This design comes from an exercise in tuning for small area on the open sky130 flow, not from production work.
Only simulation tests tie the RTL to the original design; equivalence was not proved.
No activity file was given, so power comes from the tool's default toggle rates.

## osdp_frame_core
module osdp_frame_core (
    input  wire        clk,
    input  wire        rst,             
    input  wire        rx_valid,
    input  wire [7:0]  rx_data,
    input  wire        rx_error,
    output wire        rx_ready,
    output wire        buf_we,
    output wire [10:0] buf_addr,
    output wire [7:0]  buf_wdata,
    output reg  [7:0]  addr,
    output reg  [15:0] len,
    output reg  [7:0]  ctrl,
    output reg  [7:0]  cmd,
    output reg  [15:0] trailer,
    output wire        crc_mode,
    output reg         valid,
    output wire        poll_ack,
    output wire        frame_ready,
    output wire [2:0]  status,
    output reg         mcause,
    output reg         frame_done,
    output reg         malformed,
    output reg         transport_fault
);
Size in the first run: about 410 cells after synthesis, about 100 flip-flops, roughly 100 I/O pins, ~4900 sq um of cells after synthesis.
==> flow/config.mk <==
export PLATFORM = sky130hd
export DESIGN_NAME = osdp_frame_core
export DESIGN_NICKNAME = osdp_frame_core
export VERILOG_FILES = /design/flow/design.v
export SDC_FILE = /design/flow/constraint.sdc
export NUM_CORES = 4
export LEC_CHECK = 0
export CAP_MARGIN = 20
export CORE_MARGIN = 2
export CORE_UTILIZATION = 40
export SLEW_MARGIN = 20
==> flow/constraint.sdc <==
create_clock -name core_clock -period 5.0 [get_ports {clk}]
set_input_delay 1.0000 -clock core_clock [delete_from_list [all_inputs] [get_ports {clk}]]
set_output_delay 1.0000 -clock core_clock [all_outputs]
set_load 0.01 [all_outputs]
standard.sh (not shown) runs the stock make flow with config.mk's settings and CLKGATE_MAP_FILE= SYNTH_SCRIPT=/design/flow/synth_recipe.tcl, a recipe that flattens the netlist after the stock synthesis.
==> flow/flow/run.sh <==
#!/bin/bash
set -euo pipefail
export BUFFER_PORTS_ARGS="-buffer_cell sky130_fd_sc_hd__buf_1"
export CTS_ARGS="-repair_clock_nets -buf_list sky130_fd_sc_hd__clkbuf_8 -dont_use_dummy_load"
export RECOVER_POWER=100
bash standard.sh > standard_flow.log 2>&1
Next try:
==> flow/flow/run.sh (replaced) <==
#!/bin/bash
set -euo pipefail
export BUFFER_PORTS_ARGS="-buffer_cell sky130_fd_sc_hd__buf_1"
export CTS_ARGS="-sink_clustering_enable -repair_clock_nets -sink_clustering_size 25 -buf_list sky130_fd_sc_hd__clkbuf_8 -dont_use_dummy_load"
export RECOVER_POWER=100
bash standard.sh > standard_flow.log 2>&1
Global-route usage is unchanged.
Clock power hardly moves.
Routed wire length stays the same.
Non-clock buffer count stays the same.
Flip-flop and latch count does not change.
Total power stays the same.
Worst setup slack stays the same.
Die area does not change.
Next try:
--- a/flow/flow/run.sh
+++ b/flow/flow/run.sh
@@ -1,2 +1,9 @@
 #!/bin/bash
+# The standard ORFS layout (standard.sh, standard synthesis unchanged) with
+# three layout settings passed through the environment:
+#  * buffer_ports puts the smallest buffer (buf_1) on each input and output port;
+#  * clock tree built from clkbuf_8 cells, without dummy loads;
+#  * after global routing, non-critical cells are downsized (RECOVER_POWER).
+# The whole make run's output is kept in standard_flow.log; ORFS keeps each
+# step's log under orfs/logs/.
 set -euo pipefail
Result: Area after synthesis stays the same; first-iteration DRC count stays the same; worst setup slack does not change; combinational power is about the same; routed wire length does not change; cell area is unchanged; final cell count stays the same; count of clock-buffer cells in the layout does not change; sequential share of layout area is unchanged; die area is unchanged.
Next try:
==> flow/flow/run.sh (replaced) <==
#!/bin/bash
set -euo pipefail
export BUFFER_PORTS_ARGS="-buffer_cell sky130_fd_sc_hd__buf_1"
export CTS_ARGS="-sink_clustering_enable -repair_clock_nets -sink_clustering_size 50 -buf_list sky130_fd_sc_hd__clkbuf_16 -dont_use_dummy_load"
bash standard.sh > standard_flow.log 2>&1
The changed run finished clean.
Non-clock buffer count stays the same.
Via count shrinks by 0.35%.
Setup slack is better by 0.20 ns.
Total power grows by 12%.
Worst hold slack is about the same.
Register-to-register slack is better by 0.04 ns.
Critical path depth grows by 7.
Flip-flop and latch count stays the same.
Synthesized cell count stays the same.
Die area stays the same.
Clock-buffer cell count is unchanged.


ember:
Another version of the RTL of osdp_frame_core (not shown whole).
Size: roughly 360 cells after synthesis, about 97 flip-flops, about 0.0048 mm2 of cells after synthesis.
Settings: LEC_CHECK=0, CAP_MARGIN=20, CORE_AREA=2 2 104 104, DIE_AREA=0 0 106 106, SLEW_MARGIN=20; clock period 5.0 ns.
==> flow/flow/run.sh <==
#!/bin/bash
# The standard ORFS layout (standard.sh, standard synthesis unchanged) with
# three layout settings passed through the environment:
#  * buffer_ports puts the smallest buffer (buf_1) on each input and output port;
#  * clock tree built from clkbuf_8 cells, without dummy loads;
#  * after global routing, non-critical cells are downsized (RECOVER_POWER).
# The whole make run's output is kept in standard_flow.log; ORFS keeps each
# step's log under orfs/logs/.
set -euo pipefail
export BUFFER_PORTS_ARGS="-buffer_cell sky130_fd_sc_hd__buf_1"
export CTS_ARGS="-sink_clustering_enable -repair_clock_nets -sink_clustering_size 25 -buf_list sky130_fd_sc_hd__clkbuf_8 -dont_use_dummy_load"
export RECOVER_POWER=100
bash standard.sh > standard_flow.log 2>&1
ember finished end to end and its layout was clean on timing, DRC and antenna.
The inputs of nickel differ from those of ember as listed below.
Settings: changing CORE_AREA from 2 2 104 104 to 2 2 98 98; changing DIE_AREA from 0 0 106 106 to 0 0 100 100.
- In terms of clock distribution area overhead in the final layout, nickel and ember differ only marginally.
- Area of the die of nickel falls short of that of ember by more than 10%.
- ember and nickel ended up with roughly the same overall power after layout.
- ember vs nickel, beginning of the critical path: idx[10] vs idx[6]
- Worst-case hold slack for nickel is lower than for ember.
- nickel ended with every stage complete and zero timing, DRC or antenna violations.
- ember completed; timing, DRC and antenna clean
- Between ember and nickel, the difference in area used by multi-input combinational logic is negligible.
Setup changes, nickel to quartz
Settings: DIE_AREA changed from 0 0 100 100 to 0 0 115.055 115.055; CORE_AREA changed from 2 2 98 98 to 2 2 113.055 113.055.
==> flow/flow/run.sh <==
#!/bin/bash
# The standard ORFS layout (standard.sh, standard synthesis unchanged) with
# three layout settings passed through the environment:
#  * buffer_ports puts the smallest buffer (buf_1) on each input and output port;
#  * clock tree built from clkbuf_8 cells, without dummy loads;
# The whole make run's output is kept in standard_flow.log; ORFS keeps each
# step's log under orfs/logs/.
set -euo pipefail
export BUFFER_PORTS_ARGS="-buffer_cell sky130_fd_sc_hd__buf_1"
export CTS_ARGS="-sink_clustering_enable -repair_clock_nets -sink_clustering_size 25 -buf_list sky130_fd_sc_hd__clkbuf_8 -dont_use_dummy_load"
bash standard.sh > standard_flow.log 2>&1
Results
quartz finished every step from synthesis to the final layout, and the layout passed the timing, DRC and antenna checks.
Part of the power in combinational logic | quartz above nickel
Looking at final design area excluding fillers, quartz sits above nickel.
Combinational power of quartz is on par with nickel.
quartz: post-route fraction of the period consumed by the critical path 1.1 points below nickel
NOTE: relative area change from synthesis to final layout in quartz exceeds that of nickel
~same worst hold slack in nickel and quartz
Diff nickel..quartz | hold buffer count at CTS | unchanged
Per the comparison of quartz with nickel, insertion delay of the later-clocked pin in the worst-skew pair higher, power after layout higher, placed cell count higher.
Here is what was changed in the inputs of umber compared with quartz.
diff --git a/flow/flow/run.sh b/flow/flow/run.sh
--- a/flow/flow/run.sh
+++ b/flow/flow/run.sh
@@ -4,4 +4,5 @@
 #  * buffer_ports puts the smallest buffer (buf_1) on each input and output port;
 #  * clock tree built from clkbuf_8 cells, without dummy loads;
+#  * after global routing, non-critical cells are downsized (RECOVER_POWER).
 # The whole make run's output is kept in standard_flow.log; ORFS keeps each
 # step's log under orfs/logs/.
@@ -9,3 +10,4 @@
 export BUFFER_PORTS_ARGS="-buffer_cell sky130_fd_sc_hd__buf_1"
 export CTS_ARGS="-sink_clustering_enable -repair_clock_nets -sink_clustering_size 25 -buf_list sky130_fd_sc_hd__clkbuf_8 -dont_use_dummy_load"
+export RECOVER_POWER=100
 bash standard.sh > standard_flow.log 2>&1
Findings:
umber went all the way through synthesis, placement and routing and the layout is clean on timing, DRC and antenna. Utilization quartz -> umber: down. Delta (umber minus quartz): final total negative setup slack level; area added between synthesis and finish moved down; detailed-routing wirelength on met1 moved down; switching share of total power level.


RTL: one of the versions met above, not the one the previous note started from.
Size in the first run: roughly 410 cells after synthesis, roughly 100 flip-flops, about 100 I/O pins, roughly 4900 sq um of cells after synthesis.
clock: 5.0 ns
lec_check: 0
cap_margin: 20
core_margin: 2
core_utilization: 40
slew_margin: 20
==> flow/flow/run.sh <==
#!/bin/bash
set -euo pipefail
export BUFFER_PORTS_ARGS="-buffer_cell sky130_fd_sc_hd__buf_1"
export CTS_ARGS="-sink_clustering_enable -repair_clock_nets -sink_clustering_size 25 -sink_buffer_max_cap_derate 1.0 -buf_list sky130_fd_sc_hd__clkbuf_8 -dont_use_dummy_load"
export RECOVER_POWER=100
bash standard.sh > standard_flow.log 2>&1
The starting point completed without violations.
Rerun with:
==> flow/flow/run.sh (replaced) <==
#!/bin/bash
# The standard ORFS layout (standard.sh, standard synthesis unchanged) with
# three layout settings passed through the environment:
#  * buffer_ports puts the smallest buffer (buf_1) on each input and output port;
#  * clock tree built from clkbuf_8 cells, without dummy loads;
#  * after global routing, non-critical cells are downsized (RECOVER_POWER).
# The whole make run's output is kept in standard_flow.log; ORFS keeps each
# step's log under orfs/logs/.
set -euo pipefail
export BUFFER_PORTS_ARGS="-buffer_cell sky130_fd_sc_hd__buf_1"
export CTS_ARGS="-sink_clustering_enable -repair_clock_nets -sink_clustering_size 25 -buf_list sky130_fd_sc_hd__clkbuf_8 -dont_use_dummy_load"
export RECOVER_POWER=100
bash standard.sh > standard_flow.log 2>&1
ABC_AREA = 1   (was unset)
What happened: Wire length came out higher by 6.6%. Die area increases by 2.3%. Non-clock buffer count goes down by 2.

re-timing with driven ports:
The results above use ideal ports. As a check the final layouts listed here were re-extracted and re-timed, cells and wires unchanged. Step 1 assumes that a clkbuf_16 drives the clock port and a buf_2 every other input. Step 2 moves the port delays by t, midway between the first and last clock arrival at a register: inputs arrive t later, outputs are due t later. That takes back most of the time a late clock gives input paths. Three values: ideal, step 1, step 2; two values: the first two.
| run | shift t [ns] | setup WS [ns] | worst slew at a driven data input, ns |
|---|---|---|---|
| the first run of note 1 | 0.386 | 1.097 / 1.094 / 0.726 | 0.03 |
| the second run of note 1 | 0.386 | 1.097 / 1.094 / 0.726 | 0.03 |
| the third run of note 1 | 0.386 | 1.097 / 1.094 / 0.726 | 0.03 |
| the fourth run of note 1 | 0.375 | 1.297 / 1.297 / 1.297 | 0.03 |
| ember | 0.389 | 0.359 / 0.358 / 0.268 | 0.04 |
| nickel | 0.381 | 0.331 / 0.330 / 0.330 | 0.04 |
| quartz | 0.394 | 0.384 / 0.384 / 0.384 | 0.03 |
| umber | 0.392 | 0.404 / 0.404 / 0.334 | 0.04 |
| the first run of note 3 | 0.386 | 1.097 / 1.094 / 0.726 | 0.03 |
| the second run of note 3 | 0.409 | 0.989 / 0.966 / 0.706 | 0.03 |
After both steps every run listed still meets setup and hold.
